Source: an optimization exercise on an open RTL-to-GDS flow (aim: small area, a short achievable clock period and few clock cycles per item). Production flows keep margins and buffers that such runs may drop.
In this exercise RTL edits were held to simulation tests only and were not proved equivalent to the original.
Power is estimated from default activity; no workload was simulated.

===== run.sh =====
#!/bin/bash
# synth_recipe.tcl (not shown) runs the flow's synth.tcl, then flattens the netlist and writes it again
# the make line also repeats each setting of config.mk as NAME=value (left out here)
make -C /OpenROAD-flow-scripts/flow DESIGN_CONFIG=/design/flow/config.mk WORK_HOME=/design/flow/orfs CLKGATE_MAP_FILE= SYNTH_SCRIPT=/design/flow/synth_recipe.tcl finish

===== design.v =====
module gamma_lut (
    input  wire [9:0] v,
    output reg  [9:0] duty
);
    always @(*) begin
        case (v)
            10'd0: duty = 10'd0;
            10'd1: duty = 10'd0;
            10'd2: duty = 10'd0;
            10'd3: duty = 10'd0;
            10'd4: duty = 10'd0;
            10'd5: duty = 10'd0;
            10'd6: duty = 10'd0;
            10'd7: duty = 10'd0;
            10'd8: duty = 10'd0;
            10'd9: duty = 10'd0;
            10'd10: duty = 10'd0;
            10'd11: duty = 10'd0;
            10'd12: duty = 10'd0;
            10'd13: duty = 10'd0;
            10'd14: duty = 10'd0;
            10'd15: duty = 10'd0;
            10'd16: duty = 10'd0;
            10'd17: duty = 10'd0;
            10'd18: duty = 10'd0;
            10'd19: duty = 10'd0;
            10'd20: duty = 10'd0;
            10'd21: duty = 10'd0;
            10'd22: duty = 10'd0;
            10'd23: duty = 10'd0;
            10'd24: duty = 10'd0;
            10'd25: duty = 10'd0;
            10'd26: duty = 10'd0;
            10'd27: duty = 10'd0;
            10'd28: duty = 10'd0;
            10'd29: duty = 10'd0;
            10'd30: duty = 10'd0;
            10'd31: duty = 10'd0;
            10'd32: duty = 10'd1;
            10'd33: duty = 10'd1;
            10'd34: duty = 10'd1;
            10'd35: duty = 10'd1;
            10'd36: duty = 10'd1;
            10'd37: duty = 10'd1;
            10'd38: duty = 10'd1;
            10'd39: duty = 10'd1;
            10'd40: duty = 10'd1;
            10'd41: duty = 10'd1;
            10'd42: duty = 10'd1;
            10'd43: duty = 10'd1;
            10'd44: duty = 10'd1;
            10'd45: duty = 10'd1;
            10'd46: duty = 10'd1;
            10'd47: duty = 10'd1;
            10'd48: duty = 10'd1;
            10'd49: duty = 10'd1;
            10'd50: duty = 10'd1;
            10'd51: duty = 10'd1;
            10'd52: duty = 10'd1;
            10'd53: duty = 10'd2;
            10'd54: duty = 10'd2;
            10'd55: duty = 10'd2;
            10'd56: duty = 10'd2;
            10'd57: duty = 10'd2;
            10'd58: duty = 10'd2;
            10'd59: duty = 10'd2;
            10'd60: duty = 10'd2;
            10'd61: duty = 10'd2;
            10'd62: duty = 10'd2;
            10'd63: duty = 10'd2;
            10'd64: duty = 10'd2;
            10'd65: duty = 10'd2;
            10'd66: duty = 10'd2;
            10'd67: duty = 10'd3;
            10'd68: duty = 10'd3;
            10'd69: duty = 10'd3;
            10'd70: duty = 10'd3;
            10'd71: duty = 10'd3;
            10'd72: duty = 10'd3;
            10'd73: duty = 10'd3;
            10'd74: duty = 10'd3;
            10'd75: duty = 10'd3;
            10'd76: duty = 10'd3;
            10'd77: duty = 10'd3;
            10'd78: duty = 10'd4;
            10'd79: duty = 10'd4;
            10'd80: duty = 10'd4;
            10'd81: duty = 10'd4;
            10'd82: duty = 10'd4;
            10'd83: duty = 10'd4;
            10'd84: duty = 10'd4;
            10'd85: duty = 10'd4;
            10'd86: duty = 10'd4;
            10'd87: duty = 10'd5;
            10'd88: duty = 10'd5;
            10'd89: duty = 10'd5;
            10'd90: duty = 10'd5;
            10'd91: duty = 10'd5;
            10'd92: duty = 10'd5;
            10'd93: duty = 10'd5;
            10'd94: duty = 10'd5;
            10'd95: duty = 10'd5;
            10'd96: duty = 10'd6;
            10'd97: duty = 10'd6;
            10'd98: duty = 10'd6;
            10'd99: duty = 10'd6;
            10'd100: duty = 10'd6;
            10'd101: duty = 10'd6;
            10'd102: duty = 10'd6;
            10'd103: duty = 10'd7;
            10'd104: duty = 10'd7;
            10'd105: duty = 10'd7;
            10'd106: duty = 10'd7;
            10'd107: duty = 10'd7;
            10'd108: duty = 10'd7;
            10'd109: duty = 10'd7;
            10'd110: duty = 10'd8;
            10'd111: duty = 10'd8;
            10'd112: duty = 10'd8;
            10'd113: duty = 10'd8;
            10'd114: duty = 10'd8;
            10'd115: duty = 10'd8;
            10'd116: duty = 10'd9;
            10'd117: duty = 10'd9;
            10'd118: duty = 10'd9;
            10'd119: duty = 10'd9;
            10'd120: duty = 10'd9;
            10'd121: duty = 10'd9;
            10'd122: duty = 10'd10;
            10'd123: duty = 10'd10;
            10'd124: duty = 10'd10;
            10'd125: duty = 10'd10;
            10'd126: duty = 10'd10;
            10'd127: duty = 10'd10;
            10'd128: duty = 10'd11;
            10'd129: duty = 10'd11;
            10'd130: duty = 10'd11;
            10'd131: duty = 10'd11;
            10'd132: duty = 10'd11;
            10'd133: duty = 10'd11;
            10'd134: duty = 10'd12;
            10'd135: duty = 10'd12;
            10'd136: duty = 10'd12;
            10'd137: duty = 10'd12;
            10'd138: duty = 10'd12;
            10'd139: duty = 10'd13;
            10'd140: duty = 10'd13;
            10'd141: duty = 10'd13;
            10'd142: duty = 10'd13;
            10'd143: duty = 10'd13;
            10'd144: duty = 10'd14;
            10'd145: duty = 10'd14;
            10'd146: duty = 10'd14;
            10'd147: duty = 10'd14;
            10'd148: duty = 10'd15;
            10'd149: duty = 10'd15;
            10'd150: duty = 10'd15;
            10'd151: duty = 10'd15;
            10'd152: duty = 10'd15;
            10'd153: duty = 10'd16;
            10'd154: duty = 10'd16;
            10'd155: duty = 10'd16;
            10'd156: duty = 10'd16;
            10'd157: duty = 10'd17;
            10'd158: duty = 10'd17;
            10'd159: duty = 10'd17;
            10'd160: duty = 10'd17;
            10'd161: duty = 10'd18;
            10'd162: duty = 10'd18;
            10'd163: duty = 10'd18;
            10'd164: duty = 10'd18;
            10'd165: duty = 10'd18;
            10'd166: duty = 10'd19;
            10'd167: duty = 10'd19;
            10'd168: duty = 10'd19;
            10'd169: duty = 10'd19;
            10'd170: duty = 10'd20;
            10'd171: duty = 10'd20;
            10'd172: duty = 10'd20;
            10'd173: duty = 10'd21;
            10'd174: duty = 10'd21;
            10'd175: duty = 10'd21;
            10'd176: duty = 10'd21;
            10'd177: duty = 10'd22;
            10'd178: duty = 10'd22;
            10'd179: duty = 10'd22;
            10'd180: duty = 10'd22;
            10'd181: duty = 10'd23;
            10'd182: duty = 10'd23;
            10'd183: duty = 10'd23;
            10'd184: duty = 10'd23;
            10'd185: duty = 10'd24;
            10'd186: duty = 10'd24;
            10'd187: duty = 10'd24;
            10'd188: duty = 10'd25;
            10'd189: duty = 10'd25;
            10'd190: duty = 10'd25;
            10'd191: duty = 10'd25;
            10'd192: duty = 10'd26;
            10'd193: duty = 10'd26;
            10'd194: duty = 10'd26;
            10'd195: duty = 10'd27;
            10'd196: duty = 10'd27;
            10'd197: duty = 10'd27;
            10'd198: duty = 10'd28;
            10'd199: duty = 10'd28;
            10'd200: duty = 10'd28;
            10'd201: duty = 10'd29;
            10'd202: duty = 10'd29;
            10'd203: duty = 10'd29;
            10'd204: duty = 10'd29;
            10'd205: duty = 10'd30;
            10'd206: duty = 10'd30;
            10'd207: duty = 10'd30;
            10'd208: duty = 10'd31;
            10'd209: duty = 10'd31;
            10'd210: duty = 10'd31;
            10'd211: duty = 10'd32;
            10'd212: duty = 10'd32;
            10'd213: duty = 10'd32;
            10'd214: duty = 10'd33;
            10'd215: duty = 10'd33;
            10'd216: duty = 10'd33;
            10'd217: duty = 10'd34;
            10'd218: duty = 10'd34;
            10'd219: duty = 10'd34;
            10'd220: duty = 10'd35;
            10'd221: duty = 10'd35;
            10'd222: duty = 10'd35;
            10'd223: duty = 10'd36;
            10'd224: duty = 10'd36;
            10'd225: duty = 10'd37;
            10'd226: duty = 10'd37;
            10'd227: duty = 10'd37;
            10'd228: duty = 10'd38;
            10'd229: duty = 10'd38;
            10'd230: duty = 10'd38;
            10'd231: duty = 10'd39;
            10'd232: duty = 10'd39;
            10'd233: duty = 10'd39;
            10'd234: duty = 10'd40;
            10'd235: duty = 10'd40;
            10'd236: duty = 10'd41;
            10'd237: duty = 10'd41;
            10'd238: duty = 10'd41;
            10'd239: duty = 10'd42;
            10'd240: duty = 10'd42;
            10'd241: duty = 10'd43;
            10'd242: duty = 10'd43;
            10'd243: duty = 10'd43;
            10'd244: duty = 10'd44;
            10'd245: duty = 10'd44;
            10'd246: duty = 10'd44;
            10'd247: duty = 10'd45;
            10'd248: duty = 10'd45;
            10'd249: duty = 10'd46;
            10'd250: duty = 10'd46;
            10'd251: duty = 10'd46;
            10'd252: duty = 10'd47;
            10'd253: duty = 10'd47;
            10'd254: duty = 10'd48;
            10'd255: duty = 10'd48;
            10'd256: duty = 10'd49;
            10'd257: duty = 10'd49;
            10'd258: duty = 10'd49;
            10'd259: duty = 10'd50;
            10'd260: duty = 10'd50;
            10'd261: duty = 10'd51;
            10'd262: duty = 10'd51;
            10'd263: duty = 10'd52;
            10'd264: duty = 10'd52;
            10'd265: duty = 10'd52;
            10'd266: duty = 10'd53;
            10'd267: duty = 10'd53;
            10'd268: duty = 10'd54;
            10'd269: duty = 10'd54;
            10'd270: duty = 10'd55;
            10'd271: duty = 10'd55;
            10'd272: duty = 10'd55;
            10'd273: duty = 10'd56;
            10'd274: duty = 10'd56;
            10'd275: duty = 10'd57;
            10'd276: duty = 10'd57;
            10'd277: duty = 10'd58;
            10'd278: duty = 10'd58;
            10'd279: duty = 10'd59;
            10'd280: duty = 10'd59;
            10'd281: duty = 10'd60;
            10'd282: duty = 10'd60;
            10'd283: duty = 10'd61;
            10'd284: duty = 10'd61;
            10'd285: duty = 10'd61;
            10'd286: duty = 10'd62;
            10'd287: duty = 10'd62;
            10'd288: duty = 10'd63;
            10'd289: duty = 10'd63;
            10'd290: duty = 10'd64;
            10'd291: duty = 10'd64;
            10'd292: duty = 10'd65;
            10'd293: duty = 10'd65;
            10'd294: duty = 10'd66;
            10'd295: duty = 10'd66;
            10'd296: duty = 10'd67;
            10'd297: duty = 10'd67;
            10'd298: duty = 10'd68;
            10'd299: duty = 10'd68;
            10'd300: duty = 10'd69;
            10'd301: duty = 10'd69;
            10'd302: duty = 10'd70;
            10'd303: duty = 10'd70;
            10'd304: duty = 10'd71;
            10'd305: duty = 10'd71;
            10'd306: duty = 10'd72;
            10'd307: duty = 10'd72;
            10'd308: duty = 10'd73;
            10'd309: duty = 10'd73;
            10'd310: duty = 10'd74;
            10'd311: duty = 10'd75;
            10'd312: duty = 10'd75;
            10'd313: duty = 10'd76;
            10'd314: duty = 10'd76;
            10'd315: duty = 10'd77;
            10'd316: duty = 10'd77;
            10'd317: duty = 10'd78;
            10'd318: duty = 10'd78;
            10'd319: duty = 10'd79;
            10'd320: duty = 10'd79;
            10'd321: duty = 10'd80;
            10'd322: duty = 10'd80;
            10'd323: duty = 10'd81;
            10'd324: duty = 10'd82;
            10'd325: duty = 10'd82;
            10'd326: duty = 10'd83;
            10'd327: duty = 10'd83;
            10'd328: duty = 10'd84;
            10'd329: duty = 10'd84;
            10'd330: duty = 10'd85;
            10'd331: duty = 10'd85;
            10'd332: duty = 10'd86;
            10'd333: duty = 10'd87;
            10'd334: duty = 10'd87;
            10'd335: duty = 10'd88;
            10'd336: duty = 10'd88;
            10'd337: duty = 10'd89;
            10'd338: duty = 10'd89;
            10'd339: duty = 10'd90;
            10'd340: duty = 10'd91;
            10'd341: duty = 10'd91;
            10'd342: duty = 10'd92;
            10'd343: duty = 10'd92;
            10'd344: duty = 10'd93;
            10'd345: duty = 10'd94;
            10'd346: duty = 10'd94;
            10'd347: duty = 10'd95;
            10'd348: duty = 10'd95;
            10'd349: duty = 10'd96;
            10'd350: duty = 10'd97;
            10'd351: duty = 10'd97;
            10'd352: duty = 10'd98;
            10'd353: duty = 10'd98;
            10'd354: duty = 10'd99;
            10'd355: duty = 10'd100;
            10'd356: duty = 10'd100;
            10'd357: duty = 10'd101;
            10'd358: duty = 10'd102;
            10'd359: duty = 10'd102;
            10'd360: duty = 10'd103;
            10'd361: duty = 10'd103;
            10'd362: duty = 10'd104;
            10'd363: duty = 10'd105;
            10'd364: duty = 10'd105;
            10'd365: duty = 10'd106;
            10'd366: duty = 10'd107;
            10'd367: duty = 10'd107;
            10'd368: duty = 10'd108;
            10'd369: duty = 10'd109;
            10'd370: duty = 10'd109;
            10'd371: duty = 10'd110;
            10'd372: duty = 10'd110;
            10'd373: duty = 10'd111;
            10'd374: duty = 10'd112;
            10'd375: duty = 10'd112;
            10'd376: duty = 10'd113;
            10'd377: duty = 10'd114;
            10'd378: duty = 10'd114;
            10'd379: duty = 10'd115;
            10'd380: duty = 10'd116;
            10'd381: duty = 10'd116;
            10'd382: duty = 10'd117;
            10'd383: duty = 10'd118;
            10'd384: duty = 10'd118;
            10'd385: duty = 10'd119;
            10'd386: duty = 10'd120;
            10'd387: duty = 10'd121;
            10'd388: duty = 10'd121;
            10'd389: duty = 10'd122;
            10'd390: duty = 10'd123;
            10'd391: duty = 10'd123;
            10'd392: duty = 10'd124;
            10'd393: duty = 10'd125;
            10'd394: duty = 10'd125;
            10'd395: duty = 10'd126;
            10'd396: duty = 10'd127;
            10'd397: duty = 10'd127;
            10'd398: duty = 10'd128;
            10'd399: duty = 10'd129;
            10'd400: duty = 10'd130;
            10'd401: duty = 10'd130;
            10'd402: duty = 10'd131;
            10'd403: duty = 10'd132;
            10'd404: duty = 10'd132;
            10'd405: duty = 10'd133;
            10'd406: duty = 10'd134;
            10'd407: duty = 10'd135;
            10'd408: duty = 10'd135;
            10'd409: duty = 10'd136;
            10'd410: duty = 10'd137;
            10'd411: duty = 10'd138;
            10'd412: duty = 10'd138;
            10'd413: duty = 10'd139;
            10'd414: duty = 10'd140;
            10'd415: duty = 10'd141;
            10'd416: duty = 10'd141;
            10'd417: duty = 10'd142;
            10'd418: duty = 10'd143;
            10'd419: duty = 10'd144;
            10'd420: duty = 10'd144;
            10'd421: duty = 10'd145;
            10'd422: duty = 10'd146;
            10'd423: duty = 10'd147;
            10'd424: duty = 10'd147;
            10'd425: duty = 10'd148;
            10'd426: duty = 10'd149;
            10'd427: duty = 10'd150;
            10'd428: duty = 10'd150;
            10'd429: duty = 10'd151;
            10'd430: duty = 10'd152;
            10'd431: duty = 10'd153;
            10'd432: duty = 10'd154;
            10'd433: duty = 10'd154;
            10'd434: duty = 10'd155;
            10'd435: duty = 10'd156;
            10'd436: duty = 10'd157;
            10'd437: duty = 10'd157;
            10'd438: duty = 10'd158;
            10'd439: duty = 10'd159;
            10'd440: duty = 10'd160;
            10'd441: duty = 10'd161;
            10'd442: duty = 10'd161;
            10'd443: duty = 10'd162;
            10'd444: duty = 10'd163;
            10'd445: duty = 10'd164;
            10'd446: duty = 10'd165;
            10'd447: duty = 10'd166;
            10'd448: duty = 10'd166;
            10'd449: duty = 10'd167;
            10'd450: duty = 10'd168;
            10'd451: duty = 10'd169;
            10'd452: duty = 10'd170;
            10'd453: duty = 10'd170;
            10'd454: duty = 10'd171;
            10'd455: duty = 10'd172;
            10'd456: duty = 10'd173;
            10'd457: duty = 10'd174;
            10'd458: duty = 10'd175;
            10'd459: duty = 10'd175;
            10'd460: duty = 10'd176;
            10'd461: duty = 10'd177;
            10'd462: duty = 10'd178;
            10'd463: duty = 10'd179;
            10'd464: duty = 10'd180;
            10'd465: duty = 10'd181;
            10'd466: duty = 10'd181;
            10'd467: duty = 10'd182;
            10'd468: duty = 10'd183;
            10'd469: duty = 10'd184;
            10'd470: duty = 10'd185;
            10'd471: duty = 10'd186;
            10'd472: duty = 10'd187;
            10'd473: duty = 10'd187;
            10'd474: duty = 10'd188;
            10'd475: duty = 10'd189;
            10'd476: duty = 10'd190;
            10'd477: duty = 10'd191;
            10'd478: duty = 10'd192;
            10'd479: duty = 10'd193;
            10'd480: duty = 10'd194;
            10'd481: duty = 10'd194;
            10'd482: duty = 10'd195;
            10'd483: duty = 10'd196;
            10'd484: duty = 10'd197;
            10'd485: duty = 10'd198;
            10'd486: duty = 10'd199;
            10'd487: duty = 10'd200;
            10'd488: duty = 10'd201;
            10'd489: duty = 10'd202;
            10'd490: duty = 10'd203;
            10'd491: duty = 10'd203;
            10'd492: duty = 10'd204;
            10'd493: duty = 10'd205;
            10'd494: duty = 10'd206;
            10'd495: duty = 10'd207;
            10'd496: duty = 10'd208;
            10'd497: duty = 10'd209;
            10'd498: duty = 10'd210;
            10'd499: duty = 10'd211;
            10'd500: duty = 10'd212;
            10'd501: duty = 10'd213;
            10'd502: duty = 10'd214;
            10'd503: duty = 10'd215;
            10'd504: duty = 10'd216;
            10'd505: duty = 10'd216;
            10'd506: duty = 10'd217;
            10'd507: duty = 10'd218;
            10'd508: duty = 10'd219;
            10'd509: duty = 10'd220;
            10'd510: duty = 10'd221;
            10'd511: duty = 10'd222;
            10'd512: duty = 10'd223;
            10'd513: duty = 10'd224;
            10'd514: duty = 10'd225;
            10'd515: duty = 10'd226;
            10'd516: duty = 10'd227;
            10'd517: duty = 10'd228;
            10'd518: duty = 10'd229;
            10'd519: duty = 10'd230;
            10'd520: duty = 10'd231;
            10'd521: duty = 10'd232;
            10'd522: duty = 10'd233;
            10'd523: duty = 10'd234;
            10'd524: duty = 10'd235;
            10'd525: duty = 10'd236;
            10'd526: duty = 10'd237;
            10'd527: duty = 10'd238;
            10'd528: duty = 10'd239;
            10'd529: duty = 10'd240;
            10'd530: duty = 10'd241;
            10'd531: duty = 10'd242;
            10'd532: duty = 10'd243;
            10'd533: duty = 10'd244;
            10'd534: duty = 10'd245;
            10'd535: duty = 10'd246;
            10'd536: duty = 10'd247;
            10'd537: duty = 10'd248;
            10'd538: duty = 10'd249;
            10'd539: duty = 10'd250;
            10'd540: duty = 10'd251;
            10'd541: duty = 10'd252;
            10'd542: duty = 10'd253;
            10'd543: duty = 10'd254;
            10'd544: duty = 10'd255;
            10'd545: duty = 10'd256;
            10'd546: duty = 10'd257;
            10'd547: duty = 10'd258;
            10'd548: duty = 10'd259;
            10'd549: duty = 10'd260;
            10'd550: duty = 10'd261;
            10'd551: duty = 10'd262;
            10'd552: duty = 10'd263;
            10'd553: duty = 10'd264;
            10'd554: duty = 10'd265;
            10'd555: duty = 10'd266;
            10'd556: duty = 10'd267;
            10'd557: duty = 10'd269;
            10'd558: duty = 10'd270;
            10'd559: duty = 10'd271;
            10'd560: duty = 10'd272;
            10'd561: duty = 10'd273;
            10'd562: duty = 10'd274;
            10'd563: duty = 10'd275;
            10'd564: duty = 10'd276;
            10'd565: duty = 10'd277;
            10'd566: duty = 10'd278;
            10'd567: duty = 10'd279;
            10'd568: duty = 10'd280;
            10'd569: duty = 10'd281;
            10'd570: duty = 10'd283;
            10'd571: duty = 10'd284;
            10'd572: duty = 10'd285;
            10'd573: duty = 10'd286;
            10'd574: duty = 10'd287;
            10'd575: duty = 10'd288;
            10'd576: duty = 10'd289;
            10'd577: duty = 10'd290;
            10'd578: duty = 10'd291;
            10'd579: duty = 10'd292;
            10'd580: duty = 10'd294;
            10'd581: duty = 10'd295;
            10'd582: duty = 10'd296;
            10'd583: duty = 10'd297;
            10'd584: duty = 10'd298;
            10'd585: duty = 10'd299;
            10'd586: duty = 10'd300;
            10'd587: duty = 10'd301;
            10'd588: duty = 10'd303;
            10'd589: duty = 10'd304;
            10'd590: duty = 10'd305;
            10'd591: duty = 10'd306;
            10'd592: duty = 10'd307;
            10'd593: duty = 10'd308;
            10'd594: duty = 10'd309;
            10'd595: duty = 10'd311;
            10'd596: duty = 10'd312;
            10'd597: duty = 10'd313;
            10'd598: duty = 10'd314;
            10'd599: duty = 10'd315;
            10'd600: duty = 10'd316;
            10'd601: duty = 10'd317;
            10'd602: duty = 10'd319;
            10'd603: duty = 10'd320;
            10'd604: duty = 10'd321;
            10'd605: duty = 10'd322;
            10'd606: duty = 10'd323;
            10'd607: duty = 10'd324;
            10'd608: duty = 10'd326;
            10'd609: duty = 10'd327;
            10'd610: duty = 10'd328;
            10'd611: duty = 10'd329;
            10'd612: duty = 10'd330;
            10'd613: duty = 10'd332;
            10'd614: duty = 10'd333;
            10'd615: duty = 10'd334;
            10'd616: duty = 10'd335;
            10'd617: duty = 10'd336;
            10'd618: duty = 10'd338;
            10'd619: duty = 10'd339;
            10'd620: duty = 10'd340;
            10'd621: duty = 10'd341;
            10'd622: duty = 10'd342;
            10'd623: duty = 10'd344;
            10'd624: duty = 10'd345;
            10'd625: duty = 10'd346;
            10'd626: duty = 10'd347;
            10'd627: duty = 10'd348;
            10'd628: duty = 10'd350;
            10'd629: duty = 10'd351;
            10'd630: duty = 10'd352;
            10'd631: duty = 10'd353;
            10'd632: duty = 10'd355;
            10'd633: duty = 10'd356;
            10'd634: duty = 10'd357;
            10'd635: duty = 10'd358;
            10'd636: duty = 10'd360;
            10'd637: duty = 10'd361;
            10'd638: duty = 10'd362;
            10'd639: duty = 10'd363;
            10'd640: duty = 10'd365;
            10'd641: duty = 10'd366;
            10'd642: duty = 10'd367;
            10'd643: duty = 10'd368;
            10'd644: duty = 10'd370;
            10'd645: duty = 10'd371;
            10'd646: duty = 10'd372;
            10'd647: duty = 10'd373;
            10'd648: duty = 10'd375;
            10'd649: duty = 10'd376;
            10'd650: duty = 10'd377;
            10'd651: duty = 10'd378;
            10'd652: duty = 10'd380;
            10'd653: duty = 10'd381;
            10'd654: duty = 10'd382;
            10'd655: duty = 10'd384;
            10'd656: duty = 10'd385;
            10'd657: duty = 10'd386;
            10'd658: duty = 10'd387;
            10'd659: duty = 10'd389;
            10'd660: duty = 10'd390;
            10'd661: duty = 10'd391;
            10'd662: duty = 10'd393;
            10'd663: duty = 10'd394;
            10'd664: duty = 10'd395;
            10'd665: duty = 10'd397;
            10'd666: duty = 10'd398;
            10'd667: duty = 10'd399;
            10'd668: duty = 10'd401;
            10'd669: duty = 10'd402;
            10'd670: duty = 10'd403;
            10'd671: duty = 10'd405;
            10'd672: duty = 10'd406;
            10'd673: duty = 10'd407;
            10'd674: duty = 10'd409;
            10'd675: duty = 10'd410;
            10'd676: duty = 10'd411;
            10'd677: duty = 10'd413;
            10'd678: duty = 10'd414;
            10'd679: duty = 10'd415;
            10'd680: duty = 10'd417;
            10'd681: duty = 10'd418;
            10'd682: duty = 10'd419;
            10'd683: duty = 10'd421;
            10'd684: duty = 10'd422;
            10'd685: duty = 10'd423;
            10'd686: duty = 10'd425;
            10'd687: duty = 10'd426;
            10'd688: duty = 10'd427;
            10'd689: duty = 10'd429;
            10'd690: duty = 10'd430;
            10'd691: duty = 10'd432;
            10'd692: duty = 10'd433;
            10'd693: duty = 10'd434;
            10'd694: duty = 10'd436;
            10'd695: duty = 10'd437;
            10'd696: duty = 10'd438;
            10'd697: duty = 10'd440;
            10'd698: duty = 10'd441;
            10'd699: duty = 10'd443;
            10'd700: duty = 10'd444;
            10'd701: duty = 10'd445;
            10'd702: duty = 10'd447;
            10'd703: duty = 10'd448;
            10'd704: duty = 10'd450;
            10'd705: duty = 10'd451;
            10'd706: duty = 10'd452;
            10'd707: duty = 10'd454;
            10'd708: duty = 10'd455;
            10'd709: duty = 10'd457;
            10'd710: duty = 10'd458;
            10'd711: duty = 10'd459;
            10'd712: duty = 10'd461;
            10'd713: duty = 10'd462;
            10'd714: duty = 10'd464;
            10'd715: duty = 10'd465;
            10'd716: duty = 10'd467;
            10'd717: duty = 10'd468;
            10'd718: duty = 10'd469;
            10'd719: duty = 10'd471;
            10'd720: duty = 10'd472;
            10'd721: duty = 10'd474;
            10'd722: duty = 10'd475;
            10'd723: duty = 10'd477;
            10'd724: duty = 10'd478;
            10'd725: duty = 10'd480;
            10'd726: duty = 10'd481;
            10'd727: duty = 10'd483;
            10'd728: duty = 10'd484;
            10'd729: duty = 10'd485;
            10'd730: duty = 10'd487;
            10'd731: duty = 10'd488;
            10'd732: duty = 10'd490;
            10'd733: duty = 10'd491;
            10'd734: duty = 10'd493;
            10'd735: duty = 10'd494;
            10'd736: duty = 10'd496;
            10'd737: duty = 10'd497;
            10'd738: duty = 10'd499;
            10'd739: duty = 10'd500;
            10'd740: duty = 10'd502;
            10'd741: duty = 10'd503;
            10'd742: duty = 10'd505;
            10'd743: duty = 10'd506;
            10'd744: duty = 10'd508;
            10'd745: duty = 10'd509;
            10'd746: duty = 10'd511;
            10'd747: duty = 10'd512;
            10'd748: duty = 10'd514;
            10'd749: duty = 10'd515;
            10'd750: duty = 10'd517;
            10'd751: duty = 10'd518;
            10'd752: duty = 10'd520;
            10'd753: duty = 10'd521;
            10'd754: duty = 10'd523;
            10'd755: duty = 10'd524;
            10'd756: duty = 10'd526;
            10'd757: duty = 10'd527;
            10'd758: duty = 10'd529;
            10'd759: duty = 10'd530;
            10'd760: duty = 10'd532;
            10'd761: duty = 10'd534;
            10'd762: duty = 10'd535;
            10'd763: duty = 10'd537;
            10'd764: duty = 10'd538;
            10'd765: duty = 10'd540;
            10'd766: duty = 10'd541;
            10'd767: duty = 10'd543;
            10'd768: duty = 10'd544;
            10'd769: duty = 10'd546;
            10'd770: duty = 10'd548;
            10'd771: duty = 10'd549;
            10'd772: duty = 10'd551;
            10'd773: duty = 10'd552;
            10'd774: duty = 10'd554;
            10'd775: duty = 10'd555;
            10'd776: duty = 10'd557;
            10'd777: duty = 10'd559;
            10'd778: duty = 10'd560;
            10'd779: duty = 10'd562;
            10'd780: duty = 10'd563;
            10'd781: duty = 10'd565;
            10'd782: duty = 10'd567;
            10'd783: duty = 10'd568;
            10'd784: duty = 10'd570;
            10'd785: duty = 10'd571;
            10'd786: duty = 10'd573;
            10'd787: duty = 10'd575;
            10'd788: duty = 10'd576;
            10'd789: duty = 10'd578;
            10'd790: duty = 10'd579;
            10'd791: duty = 10'd581;
            10'd792: duty = 10'd583;
            10'd793: duty = 10'd584;
            10'd794: duty = 10'd586;
            10'd795: duty = 10'd587;
            10'd796: duty = 10'd589;
            10'd797: duty = 10'd591;
            10'd798: duty = 10'd592;
            10'd799: duty = 10'd594;
            10'd800: duty = 10'd596;
            10'd801: duty = 10'd597;
            10'd802: duty = 10'd599;
            10'd803: duty = 10'd601;
            10'd804: duty = 10'd602;
            10'd805: duty = 10'd604;
            10'd806: duty = 10'd605;
            10'd807: duty = 10'd607;
            10'd808: duty = 10'd609;
            10'd809: duty = 10'd610;
            10'd810: duty = 10'd612;
            10'd811: duty = 10'd614;
            10'd812: duty = 10'd615;
            10'd813: duty = 10'd617;
            10'd814: duty = 10'd619;
            10'd815: duty = 10'd620;
            10'd816: duty = 10'd622;
            10'd817: duty = 10'd624;
            10'd818: duty = 10'd625;
            10'd819: duty = 10'd627;
            10'd820: duty = 10'd629;
            10'd821: duty = 10'd631;
            10'd822: duty = 10'd632;
            10'd823: duty = 10'd634;
            10'd824: duty = 10'd636;
            10'd825: duty = 10'd637;
            10'd826: duty = 10'd639;
            10'd827: duty = 10'd641;
            10'd828: duty = 10'd642;
            10'd829: duty = 10'd644;
            10'd830: duty = 10'd646;
            10'd831: duty = 10'd648;
            10'd832: duty = 10'd649;
            10'd833: duty = 10'd651;
            10'd834: duty = 10'd653;
            10'd835: duty = 10'd654;
            10'd836: duty = 10'd656;
            10'd837: duty = 10'd658;
            10'd838: duty = 10'd660;
            10'd839: duty = 10'd661;
            10'd840: duty = 10'd663;
            10'd841: duty = 10'd665;
            10'd842: duty = 10'd667;
            10'd843: duty = 10'd668;
            10'd844: duty = 10'd670;
            10'd845: duty = 10'd672;
            10'd846: duty = 10'd674;
            10'd847: duty = 10'd675;
            10'd848: duty = 10'd677;
            10'd849: duty = 10'd679;
            10'd850: duty = 10'd681;
            10'd851: duty = 10'd682;
            10'd852: duty = 10'd684;
            10'd853: duty = 10'd686;
            10'd854: duty = 10'd688;
            10'd855: duty = 10'd689;
            10'd856: duty = 10'd691;
            10'd857: duty = 10'd693;
            10'd858: duty = 10'd695;
            10'd859: duty = 10'd697;
            10'd860: duty = 10'd698;
            10'd861: duty = 10'd700;
            10'd862: duty = 10'd702;
            10'd863: duty = 10'd704;
            10'd864: duty = 10'd705;
            10'd865: duty = 10'd707;
            10'd866: duty = 10'd709;
            10'd867: duty = 10'd711;
            10'd868: duty = 10'd713;
            10'd869: duty = 10'd714;
            10'd870: duty = 10'd716;
            10'd871: duty = 10'd718;
            10'd872: duty = 10'd720;
            10'd873: duty = 10'd722;
            10'd874: duty = 10'd724;
            10'd875: duty = 10'd725;
            10'd876: duty = 10'd727;
            10'd877: duty = 10'd729;
            10'd878: duty = 10'd731;
            10'd879: duty = 10'd733;
            10'd880: duty = 10'd735;
            10'd881: duty = 10'd736;
            10'd882: duty = 10'd738;
            10'd883: duty = 10'd740;
            10'd884: duty = 10'd742;
            10'd885: duty = 10'd744;
            10'd886: duty = 10'd746;
            10'd887: duty = 10'd747;
            10'd888: duty = 10'd749;
            10'd889: duty = 10'd751;
            10'd890: duty = 10'd753;
            10'd891: duty = 10'd755;
            10'd892: duty = 10'd757;
            10'd893: duty = 10'd759;
            10'd894: duty = 10'd760;
            10'd895: duty = 10'd762;
            10'd896: duty = 10'd764;
            10'd897: duty = 10'd766;
            10'd898: duty = 10'd768;
            10'd899: duty = 10'd770;
            10'd900: duty = 10'd772;
            10'd901: duty = 10'd774;
            10'd902: duty = 10'd776;
            10'd903: duty = 10'd777;
            10'd904: duty = 10'd779;
            10'd905: duty = 10'd781;
            10'd906: duty = 10'd783;
            10'd907: duty = 10'd785;
            10'd908: duty = 10'd787;
            10'd909: duty = 10'd789;
            10'd910: duty = 10'd791;
            10'd911: duty = 10'd793;
            10'd912: duty = 10'd795;
            10'd913: duty = 10'd796;
            10'd914: duty = 10'd798;
            10'd915: duty = 10'd800;
            10'd916: duty = 10'd802;
            10'd917: duty = 10'd804;
            10'd918: duty = 10'd806;
            10'd919: duty = 10'd808;
            10'd920: duty = 10'd810;
            10'd921: duty = 10'd812;
            10'd922: duty = 10'd814;
            10'd923: duty = 10'd816;
            10'd924: duty = 10'd818;
            10'd925: duty = 10'd820;
            10'd926: duty = 10'd822;
            10'd927: duty = 10'd824;
            10'd928: duty = 10'd826;
            10'd929: duty = 10'd828;
            10'd930: duty = 10'd829;
            10'd931: duty = 10'd831;
            10'd932: duty = 10'd833;
            10'd933: duty = 10'd835;
            10'd934: duty = 10'd837;
            10'd935: duty = 10'd839;
            10'd936: duty = 10'd841;
            10'd937: duty = 10'd843;
            10'd938: duty = 10'd845;
            10'd939: duty = 10'd847;
            10'd940: duty = 10'd849;
            10'd941: duty = 10'd851;
            10'd942: duty = 10'd853;
            10'd943: duty = 10'd855;
            10'd944: duty = 10'd857;
            10'd945: duty = 10'd859;
            10'd946: duty = 10'd861;
            10'd947: duty = 10'd863;
            10'd948: duty = 10'd865;
            10'd949: duty = 10'd867;
            10'd950: duty = 10'd869;
            10'd951: duty = 10'd871;
            10'd952: duty = 10'd873;
            10'd953: duty = 10'd875;
            10'd954: duty = 10'd877;
            10'd955: duty = 10'd879;
            10'd956: duty = 10'd881;
            10'd957: duty = 10'd883;
            10'd958: duty = 10'd885;
            10'd959: duty = 10'd887;
            10'd960: duty = 10'd889;
            10'd961: duty = 10'd892;
            10'd962: duty = 10'd894;
            10'd963: duty = 10'd896;
            10'd964: duty = 10'd898;
            10'd965: duty = 10'd900;
            10'd966: duty = 10'd902;
            10'd967: duty = 10'd904;
            10'd968: duty = 10'd906;
            10'd969: duty = 10'd908;
            10'd970: duty = 10'd910;
            10'd971: duty = 10'd912;
            10'd972: duty = 10'd914;
            10'd973: duty = 10'd916;
            10'd974: duty = 10'd918;
            10'd975: duty = 10'd920;
            10'd976: duty = 10'd922;
            10'd977: duty = 10'd925;
            10'd978: duty = 10'd927;
            10'd979: duty = 10'd929;
            10'd980: duty = 10'd931;
            10'd981: duty = 10'd933;
            10'd982: duty = 10'd935;
            10'd983: duty = 10'd937;
            10'd984: duty = 10'd939;
            10'd985: duty = 10'd941;
            10'd986: duty = 10'd943;
            10'd987: duty = 10'd945;
            10'd988: duty = 10'd948;
            10'd989: duty = 10'd950;
            10'd990: duty = 10'd952;
            10'd991: duty = 10'd954;
            10'd992: duty = 10'd956;
            10'd993: duty = 10'd958;
            10'd994: duty = 10'd960;
            10'd995: duty = 10'd962;
            10'd996: duty = 10'd965;
            10'd997: duty = 10'd967;
            10'd998: duty = 10'd969;
            10'd999: duty = 10'd971;
            10'd1000: duty = 10'd973;
            10'd1001: duty = 10'd975;
            10'd1002: duty = 10'd977;
            10'd1003: duty = 10'd980;
            10'd1004: duty = 10'd982;
            10'd1005: duty = 10'd984;
            10'd1006: duty = 10'd986;
            10'd1007: duty = 10'd988;
            10'd1008: duty = 10'd990;
            10'd1009: duty = 10'd992;
            10'd1010: duty = 10'd995;
            10'd1011: duty = 10'd997;
            10'd1012: duty = 10'd999;
            10'd1013: duty = 10'd1001;
            10'd1014: duty = 10'd1003;
            10'd1015: duty = 10'd1005;
            10'd1016: duty = 10'd1008;
            10'd1017: duty = 10'd1010;
            10'd1018: duty = 10'd1012;
            10'd1019: duty = 10'd1014;
            10'd1020: duty = 10'd1016;
            10'd1021: duty = 10'd1019;
            10'd1022: duty = 10'd1021;
            10'd1023: duty = 10'd1023;
            default: duty = 10'd0;
        endcase
    end
endmodule
module ir_decoder (
    input  wire        clk,
    input  wire        rst,
    input  wire        do_edge,      
    input  wire        edge_pol,     
    input  wire        do_tick,      
    input  wire [15:0] ts,           
    input  wire        do_deframe,   
    output reg         frame_ready,
    output reg         out_valid,    
    output reg         out_repeat,   
    output wire [15:0] out_addr,
    output wire [7:0]  out_cmd
);
    localparam [17:0] T_UNIT_X2 = 18'd1125;
    localparam [15:0] ACCEPTED_ADDRESS = 16'hEF00;
    localparam [2:0]  REPEAT_CAP = 3'd4;
    localparam [17:0] START_LO  = 16 * T_UNIT_X2;
    localparam [17:0] START_HI  = 3 * 16 * T_UNIT_X2;
    localparam [17:0] LEAD_LO   = 4 * T_UNIT_X2;
    localparam [17:0] LEAD_HI   = 3 * 8 * T_UNIT_X2;
    localparam [17:0] LEAD_MID  = (4 + 8) * T_UNIT_X2;
    localparam [17:0] BITP_LO   = 1 * T_UNIT_X2;
    localparam [17:0] BITP_HI   = 3 * 1 * T_UNIT_X2;
    localparam [17:0] PAUSE_LO  = 1 * T_UNIT_X2;
    localparam [17:0] PAUSE_HI  = 3 * 3 * T_UNIT_X2;
    localparam [17:0] PAUSE_MID = (1 + 3) * T_UNIT_X2;
    reg  [6:0]  pos;
    reg  [15:0] baseline;
    reg  [7:0]  cmd_sr;       
    reg         addr_ok;      
    reg         chk_ok;       
    reg  [2:0]  repeat_cnt;
    reg         last_ok;      
    reg  [7:0]  last_cmd;
    assign out_addr = ACCEPTED_ADDRESS;
    assign out_cmd  = last_cmd;
    wire [15:0] d  = ts - baseline;
    wire [17:0] d4 = {d, 2'b00};
    wire        pulse = edge_pol;
    wire start_ok  = pulse  && d4 >= START_LO && d4 <= START_HI;
    wire lead_ok   = !pulse && d4 >= LEAD_LO  && d4 <= LEAD_HI;
    wire lead_rep  = d4 < LEAD_MID;
    wire bitp_ok   = pulse  && d4 >= BITP_LO  && d4 <= BITP_HI;
    wire pause_ok  = !pulse && d4 >= PAUSE_LO && d4 <= PAUSE_HI;
    wire pause_bit = !(d4 < PAUSE_MID);
    wire [6:0]  pm3   = pos - 7'd3;
    wire [4:0]  bit_k = pm3[5:1];
    always @(posedge clk) begin
        if (rst) begin
            pos         <= 7'd0;
            frame_ready <= 1'b0;
            baseline    <= 16'd0;
            cmd_sr      <= 8'd0;
            addr_ok     <= 1'b0;
            chk_ok      <= 1'b0;
            repeat_cnt  <= REPEAT_CAP;
            last_ok     <= 1'b0;
            last_cmd    <= 8'd0;
            out_valid   <= 1'b0;
            out_repeat  <= 1'b0;
        end else begin
            out_valid <= 1'b0;
            if (do_edge) begin
                baseline <= ts;
                if (!frame_ready) begin
                    if (pos == 7'd0) begin
                        if (start_ok)
                            pos <= 7'd1;
                    end else if (pos == 7'd1) begin
                        if (lead_ok) begin
                            if (lead_rep) begin
                                pos <= 7'd0;
                                if (repeat_cnt < REPEAT_CAP) begin
                                    repeat_cnt <= 3'd0;
                                    if (last_ok) begin
                                        out_valid  <= 1'b1;
                                        out_repeat <= 1'b1;
                                    end
                                end
                            end else begin
                                pos <= 7'd2;
                            end
                        end else begin
                            pos <= 7'd0;
                        end
                    end else if (!pos[0]) begin
                        if (bitp_ok)
                            pos <= pos + 7'd1;
                        else
                            pos <= 7'd0;
                    end else begin
                        if (pause_ok) begin
                            if (!bit_k[4]) begin
                                addr_ok <= (addr_ok || bit_k == 5'd0) &&
                                           (pause_bit == ACCEPTED_ADDRESS[bit_k[3:0]]);
                            end else if (!bit_k[3]) begin
                                cmd_sr <= {pause_bit, cmd_sr[7:1]};
                            end else begin
                                chk_ok <= (chk_ok || bit_k == 5'd24) &&
                                          (pause_bit != cmd_sr[0]);
                                cmd_sr <= {cmd_sr[0], cmd_sr[7:1]};
                            end
                            pos <= pos + 7'd1;
                            if (pos == 7'd65)
                                frame_ready <= 1'b1;
                        end else begin
                            pos <= 7'd0;
                        end
                    end
                end
            end
            if (do_tick) begin
                if (repeat_cnt < REPEAT_CAP)
                    repeat_cnt <= repeat_cnt + 3'd1;
                pos      <= 7'd0;
                baseline <= ts;
            end
            if (do_deframe && frame_ready) begin
                if (chk_ok) begin
                    last_cmd   <= cmd_sr;
                    last_ok    <= addr_ok;
                    repeat_cnt <= 3'd0;
                    if (addr_ok) begin
                        out_valid  <= 1'b1;
                        out_repeat <= 1'b0;
                    end
                end
                frame_ready <= 1'b0;
                pos         <= 7'd0;
            end
        end
    end
endmodule
module cmd_queue (
    input  wire       clk,
    input  wire       rst,
    input  wire       do_enq,
    input  wire [7:0] enq_byte,
    input  wire       do_deq,
    output wire [7:0] head
);
    reg [7:0] slot [0:14];
    reg [3:0] wr;
    reg [3:0] rd;
    reg       full;
    wire       empty = (wr == rd) && !full;
    wire [3:0] wr_n  = (wr == 4'd14) ? 4'd0 : wr + 4'd1;
    wire [3:0] rd_n  = (rd == 4'd14) ? 4'd0 : rd + 4'd1;
    assign head = empty ? 8'h00 : slot[rd];
    always @(posedge clk) begin
        if (do_enq && !full)
            slot[wr] <= enq_byte;
    end
    always @(posedge clk) begin
        if (rst) begin
            wr   <= 4'd0;
            rd   <= 4'd0;
            full <= 1'b0;
        end else begin
            if (do_enq && !full) begin
                wr <= wr_n;
                if (wr_n == rd)
                    full <= 1'b1;
            end
            if (do_deq && !empty) begin
                rd   <= rd_n;
                full <= 1'b0;
            end
        end
    end
endmodule
module out_stage (
    input  wire        clk,
    input  wire        rst,
    input  wire        do_write,      
    input  wire [9:0]  v_r,
    input  wire [9:0]  v_g,
    input  wire [9:0]  v_b,
    input  wire        do_rollover,   
    input  wire        do_drain,      
    input  wire        do_pwr_off,    
    input  wire        do_pwr_on,     
    output reg  [9:0]  comm_r,
    output reg  [9:0]  comm_g,
    output reg  [9:0]  comm_b,
    output reg  [2:0]  ch_en,
    output reg         gen_run,
    output reg  [7:0]  ticks,
    output reg         busy           
);
    localparam [7:0] TICK_SAT_MAX = 8'd255;
    reg  [9:0] pend_r, pend_g, pend_b;
    reg  [2:0] raw;                   
    wire sel_r = raw[0];
    wire sel_g = !raw[0] && raw[1];
    wire sel_b = !raw[0] && !raw[1] && raw[2];
    wire [9:0] lut_in = raw[0] ? pend_r : raw[1] ? pend_g : pend_b;
    wire [9:0] lut_out;
    gamma_lut u_lut (.v(lut_in), .duty(lut_out));
    wire [9:0] next_r = sel_r ? lut_out : pend_r;
    wire [9:0] next_g = sel_g ? lut_out : pend_g;
    wire [9:0] next_b = sel_b ? lut_out : pend_b;
    wire conv_done = !(raw[1] && raw[0]) && !(raw[2] && (raw[0] || raw[1]));
    wire roll_req = (do_rollover && gen_run) || busy;
    wire commit   = roll_req && conv_done;
    always @(posedge clk) begin
        if (rst) begin
            pend_r  <= 10'd0;
            pend_g  <= 10'd0;
            pend_b  <= 10'd0;
            raw     <= 3'b000;
            comm_r  <= 10'd0;
            comm_g  <= 10'd0;
            comm_b  <= 10'd0;
            ch_en   <= 3'b000;
            gen_run <= 1'b1;
            ticks   <= 8'd0;
            busy    <= 1'b0;
        end else begin
            if (do_write) begin
                pend_r <= v_r;
                pend_g <= v_g;
                pend_b <= v_b;
                raw    <= 3'b111;
            end else begin
                pend_r <= next_r;
                pend_g <= next_g;
                pend_b <= next_b;
                raw    <= {raw[2] && !sel_b, raw[1] && !sel_g, 1'b0};
            end
            busy <= roll_req && !conv_done;
            if (commit) begin
                comm_r   <= next_r;
                comm_g   <= next_g;
                comm_b   <= next_b;
                ch_en[0] <= (next_r[9:1] != 9'd0);
                ch_en[1] <= (next_g[9:1] != 9'd0);
                ch_en[2] <= (next_b[9:1] != 9'd0);
                if (ticks != TICK_SAT_MAX)
                    ticks <= ticks + 8'd1;
            end
            if (do_drain)
                ticks <= 8'd0;
            if (do_pwr_off) begin
                gen_run <= 1'b0;
                ch_en   <= 3'b000;
            end
            if (do_pwr_on)
                gen_run <= 1'b1;
        end
    end
endmodule
module rgb_ir_block (
    input  wire        clk,
    input  wire        rst,           
    input  wire        op_valid,
    output wire        op_ready,
    input  wire [31:0] op_word,
    output reg         res_valid,     
    output reg  [7:0]  res_data,
    output wire        ir_valid,      
    output wire        ir_repeat,
    output wire [15:0] ir_addr,
    output wire [7:0]  ir_cmd,
    output wire [9:0]  duty_r,        
    output wire [9:0]  duty_g,
    output wire [9:0]  duty_b,
    output wire [2:0]  ch_en,
    output wire        gen_run,
    output wire        frame_ready,
    output reg         refused
);
    wire [3:0] op = op_word[31:28];
    wire is_out_write = (op_word[31:30] == 2'b11);
    wire is_edge      = (op == 4'h1) && (op_word[27:17] == 11'd0);
    wire is_tick      = (op == 4'h2) && (op_word[27:16] == 12'd0);
    wire is_deframe   = (op_word == 32'h3000_0000);
    wire is_enq       = (op_word[31:8] == 24'h40_0000);
    wire is_deq       = (op_word == 32'h5000_0000);
    wire is_rollover  = (op_word == 32'h6000_0000);
    wire is_drain     = (op_word == 32'h7000_0000);
    wire is_pwr_off   = (op_word == 32'h8000_0000);
    wire is_pwr_on    = (op_word == 32'h9000_0000);
    wire is_legal = is_out_write | is_edge | is_tick | is_deframe | is_enq |
                    is_deq | is_rollover | is_drain | is_pwr_off | is_pwr_on;
    wire busy;
    assign op_ready = !busy;
    wire go = op_valid && op_ready && !refused;
    always @(posedge clk) begin
        if (rst)
            refused <= 1'b0;
        else if (go && !is_legal)
            refused <= 1'b1;
    end
    wire [7:0] head;
    wire [7:0] ticks;
    ir_decoder u_ir (
        .clk         (clk),
        .rst         (rst),
        .do_edge     (go && is_edge),
        .edge_pol    (op_word[16]),
        .do_tick     (go && is_tick),
        .ts          (op_word[15:0]),
        .do_deframe  (go && is_deframe),
        .frame_ready (frame_ready),
        .out_valid   (ir_valid),
        .out_repeat  (ir_repeat),
        .out_addr    (ir_addr),
        .out_cmd     (ir_cmd)
    );
    cmd_queue u_queue (
        .clk       (clk),
        .rst       (rst),
        .do_enq    (go && is_enq),
        .enq_byte  (op_word[7:0]),
        .do_deq    (go && is_deq),
        .head      (head)
    );
    out_stage u_out (
        .clk         (clk),
        .rst         (rst),
        .do_write    (go && is_out_write),
        .v_r         (op_word[29:20]),
        .v_g         (op_word[19:10]),
        .v_b         (op_word[9:0]),
        .do_rollover (go && is_rollover),
        .do_drain    (go && is_drain),
        .do_pwr_off  (go && is_pwr_off),
        .do_pwr_on   (go && is_pwr_on),
        .comm_r      (duty_r),
        .comm_g      (duty_g),
        .comm_b      (duty_b),
        .ch_en       (ch_en),
        .gen_run     (gen_run),
        .ticks       (ticks),
        .busy        (busy)
    );
    always @(posedge clk) begin
        if (rst) begin
            res_valid <= 1'b0;
            res_data  <= 8'd0;
        end else begin
            res_valid <= go && (is_deq || is_drain);
            if (go && is_deq)
                res_data <= head;
            else if (go && is_drain)
                res_data <= ticks;
        end
    end
endmodule

===== config.mk =====
export PLATFORM = sky130hd
export DESIGN_NAME = rgb_ir_block
export DESIGN_NICKNAME = rgb_ir_block
export VERILOG_FILES = /design/flow/design.v
export SDC_FILE = /design/flow/constraint.sdc
export NUM_CORES = 4
export LEC_CHECK = 0
export CAP_MARGIN = 20
export CORE_MARGIN = 2
export CORE_UTILIZATION = 40
export SLEW_MARGIN = 20
export SYNTH_MEMORY_MAX_BITS = 65536

===== constraint.sdc =====
create_clock -name core_clock -period 6.5 [get_ports {clk}]
set_input_delay 1.3000 -clock core_clock [delete_from_list [all_inputs] [get_ports {clk}]]
set_output_delay 1.3000 -clock core_clock [all_outputs]
set_load 0.01 [all_outputs]

==> notes.md <==
## logic make-up (layout without fill, tap and decap cells)
kind of cell / Yosys count / count (layout)
simple gates: 784 / 784
compound gates: 777 / 777
flops: 267 / 267
buf+inv: 252 / 264
mux: 99 / 99
fa+ha+maj: 43 / 43
xor+xnor: 31 / 31
other cells: 2 / 17
## cells in the final DEF (no fill, tap or decap), types with 26 or more instances in the layout
master,instances
nand2_1,281
a21oi_1,211
nor2_1,195
dfxtp_1,145
o21ai_0,126
edfxtp_1,120
clkdlybuf4s50_1,89
buf_4,84
a211oi_1,65
nor3_1,59
mux2i_1,54
a31oi_1,52
o211ai_1,48
nand3_1,40
ha_1,40
inv_1,38
nand2b_1,29
mux4_2,28
clkbuf_16,26
## area by class of cell
class                           count  area share (%)
Sequential cell                   267            30.9
Antenna cell                        1          0.0118
Tap cell                          607            3.58
Inverter                           41           0.726
Clock inverter                      9           0.590
Multi-Input combinational cell   1750            53.3
Timing Repair Buffer              177            7.53
Clock buffer                       37            3.36
## per-layer routing
layer,vias up,wire (um),global-route usage (%)
li1,8510,-,-
met1,9301,31700,40.3
met2,1065,34800,48.4
met3,300,6370,4.59
met4,0,4760,16.4
met5,-,0,0
## registers in the layout, indices dropped and copies added, names as in the netlist, 4 cells and up, named ones only
name and flops:
u_out.comm_b 10, u_out.pend_g 10, u_out.ticks 8, u_queue.rd 4, u_ir.cmd_sr 8, u_queue.wr 4
u_ir.last_cmd 8, u_out.pend_b 10, u_ir.pos 7, u_ir.baseline 16, u_out.comm_r 10, u_out.comm_g 10
u_out.pend_r 10, u_queue.slot 120, res_data 8
## final timing paths
| check | end | cells past startpoint | startpoint | slack, ns |
|---|---|---|---|---|
| setup / recovery | u_out.ch_en[0]$_SDFFE_PP0P_ | 15 | u_out.raw[0]$_SDFF_PP0_ | 0.74 |
| hold / removal | u_out.comm_g[1]$_SDFFE_PP0P_ | 2 | u_out.comm_g[1]$_SDFFE_PP0P_ | 0.45 |
| setup reg to reg | u_out.ch_en[0]$_SDFFE_PP0P_ | 15 | u_out.raw[0]$_SDFF_PP0_ | 0.74 |
| hold reg to reg | u_out.comm_g[1]$_SDFFE_PP0P_ | 2 | u_out.comm_g[1]$_SDFFE_PP0P_ | 0.45 |
## synthesized netlist by cell type, types with 48 or more instances
library cell | n | area share, %
nand2_1 | 281 | 5.6
a21oi_1 | 211 | 5.6
nor2_1 | 197 | 3.9
dfxtp_1 | 147 | 16
o21ai_0 | 126 | 3.3
edfxtp_1 | 120 | 19
clkbuf_1 | 98 | 1.9
a211oi_1 | 65 | 2.6
nor3_1 | 64 | 1.7
buf_2 | 62 | 1.6
mux2i_1 | 55 | 2.9
a31oi_1 | 52 | 1.7
o211ai_1 | 48 | 1.9
## tightest hold or removal path: cells and delay by family, from the launching register on
kind	cells	cell delay, ns
flops	1	0.31
compound gates	1	0.05
simple gates	1	0.05
## where the power goes
group / switching (mW) / internal (mW)
clock network: 0.641 / 0.880
registers: 0.0120 / 1.76
logic: 0.639 / 0.278
## per-stage QoR
| stage | setup slack (ns) | std cells | area, um2 | total power, mW | hold slack, ns |
|---|---|---|---|---|---|
| after detailed placement | 0.938 | 2841 | 20300 | 2.68 | 0.443 |
| after global routing | 0.591 | 2888 | 21200 | 4.34 | 0.462 |
| final | 0.740 | 2889 | 21200 | 4.21 | 0.453 |
| after global placement | 0.979 | 2841 | 20300 | 2.69 | 0.440 |
| after floorplan | 2.10 | 2269 | 19000 | 2.37 | 0.427 |
| after CTS | 1.06 | 2887 | 21200 | 4.19 | 0.452 |
==> summary.md <==
| Metric | Value |
|---|---|
| Global router's overall resource usage | `30.6%` |
| First-pass GRT wire length | `~120 mm` |
| CP max-delay cell | `a21oi_1` |
| ANT nets after route | `0` |
| Register area | `0.00655 mm2` |
| Largest family of logic cells by synthesized area | `compound AO/OA/AOI/OAI gates` |
| Num CTS Buffers | `25` |
| Area of the multi-input gates | `0.0113 mm2` |
| Post-Synth XOR/XNOR Area | `around 1.5%` |
| Share of layout cells above drive strength 1 | `approximately 10%` |
| CTS tree | `done` |
| Final worst clock skew | `0.0208 ns` |
| # DRC | `0` |
| Relative max-transition margin | `19.5%` |
| Post-synthesis cell area | `around 0.019 mm2` |
| Synth Area in Simple Gates | `about a fifth` |
| Post-synthesis adder-cell area fraction | `between 2 and 3%` |
| Wire per inst | `26.9 um` |
| CP Launch Type | `flip-flop` |
| Drt pass-1 iters | `19` |
| Number of port buffers | `90` |
| Post-synth EDFFs | `120` |
| Compound-Gate Fraction of Synth Area | `between 20% and 30%` |
| Die X | `around 220 um` |
| Required time of the critical path | `about 6.9 ns` |
| Critical path cell sequence | `inv_1 > mux2i_4 > buf_4 > inv_1 > ha_1 > nor2_1 > a21oi_1 > nand2_1 > a21oi_1 > o31ai_1 > or4b_2 > o211ai_1 > o21ai_1 > a2111oi_2 > a21oi_1` |
| Synth Flop Type | `dfxtp_1` |
| Post-synthesis cell count | `about 2300` |
| Synth warnings | `5` |
| Largest net degree at the start of global routing | `119` |
| Final WL | `between 70 and 80 mm` |
| Synthesized flop and latch total | `approximately 270` |
| # rows | `79` |
| Clock Tree Buf Depth | `3` |
| Root buf cell | `clkbuf_16` |
| Die height | `about 220 um` |
| I/O Pins | `approximately 110` |
| Top achievable clock speed | `174 MHz` |
| Status | `complete, no violations` |
| Final Hold Viols | `0` |
| Final net count | `around 2300` |
| GRT overflow | `0` |
| Kind of critical path | `flip-flop to flip-flop` |
| Period utilization | `88.6%` |
| Worst Setup End Kind | `flip-flop` |
| RSZ-0062 raised after global routing | `false` |
| CP dominant cell by count | `a21oi_1` |
| Post-synthesis mux area share | `7.31%` |
| Core area | `0.0467 mm2` |
| Worst path top cell family by delay | `compound AO/OA/AOI/OAI gates` |
| Vias | `approximately 19000` |
| Worst-path clk slew | `~0.06 ns` |
| Critical Path AT | `around 6.2 ns` |
| Fraction of registers with async set/reset | `0%` |
| Cell variety after synth | `approximately 110` |
| Buf/Inv on CP | `3` |
| Fill cells | `between 4000 and 5000` |
| Total clock sinks | `roughly 270` |
| Initial Util | `approximately two fifths` |
| Final HPWL DP | `approximately 54 mm` |
| Leak | `6.82 nW` |
| Die area | `0.0492 mm2` |
| Tightest Pin Transition | `between 1 and 1.5 ns` |
| Synthesized area per cell | `8.41 um2` |
| Maxcap violations | `0` |
| Detailed Route Iter0 Violations | `roughly 2800` |
| VDD IR max | `approximately 170 uV` |
| Latest clock arrival within the worst-skew pair | `roughly 0.54 ns` |
| CTS Hold Bufs | `0` |
| Register area share after synthesis | `~35%` |
| Syn-to-layout area delta | `11.8%` |
| Final GP Congestion | `1.02` |
| Setup_tns | `0 ns` |
| Vias in the first global route | `about 18000` |
| Max Slew Vio Count | `0` |
| Initial antenna violation count | `1` |
| Setup bufs post-CTS | `0` |
| Crit Path Max Fanout | `16` |
| Worst Hold Class | `flip-flop to flip-flop` |
| Post-CTS sizing | `0` |
| H-tree levels | `1` |
| Crit path largest cell delay | `a little under 1 ns` |
| P per Cell Area | `roughly 200 mW/mm2` |
| Vias/cell | `6.64` |
| Period minus WS final | `around 5.8 ns` |
| Post-Route Utilization | `a little under half` |
| Final setup viols | `0` |
Testbench counts, summed over its fixed seeds: cycles 165,875, ops 160,000.

-- what the ideal ports hide --
Ports are ideal in the flow. The routed layout listed here was re-timed in OpenROAD.
Step 1 (the two cells are an assumption about what drives the block):
set clk [get_ports {clk}]
set_driving_cell -lib_cell sky130_fd_sc_hd__clkbuf_16 $clk
set_driving_cell -lib_cell sky130_fd_sc_hd__buf_2 [delete_from_list [all_inputs] $clk]
Step 2 also shifts input and output timing later by t, the mid clock arrival at the registers, as if the neighbouring blocks saw the same clock.
Three values: ideal, step 1, step 2; two values: the first two.
t, ns: 0.579
slack for setup (ns): 0.740 / 0.740 / 0.740
hold WS [ns]: 0.453 / 0.453 / 0.453
clock arrival spread, ns: 0.021 / 0.021
After both steps this run still meets setup and hold. The setup slack of this run moves by 0.000 ns with the drivers and by 0.000 ns with both steps.
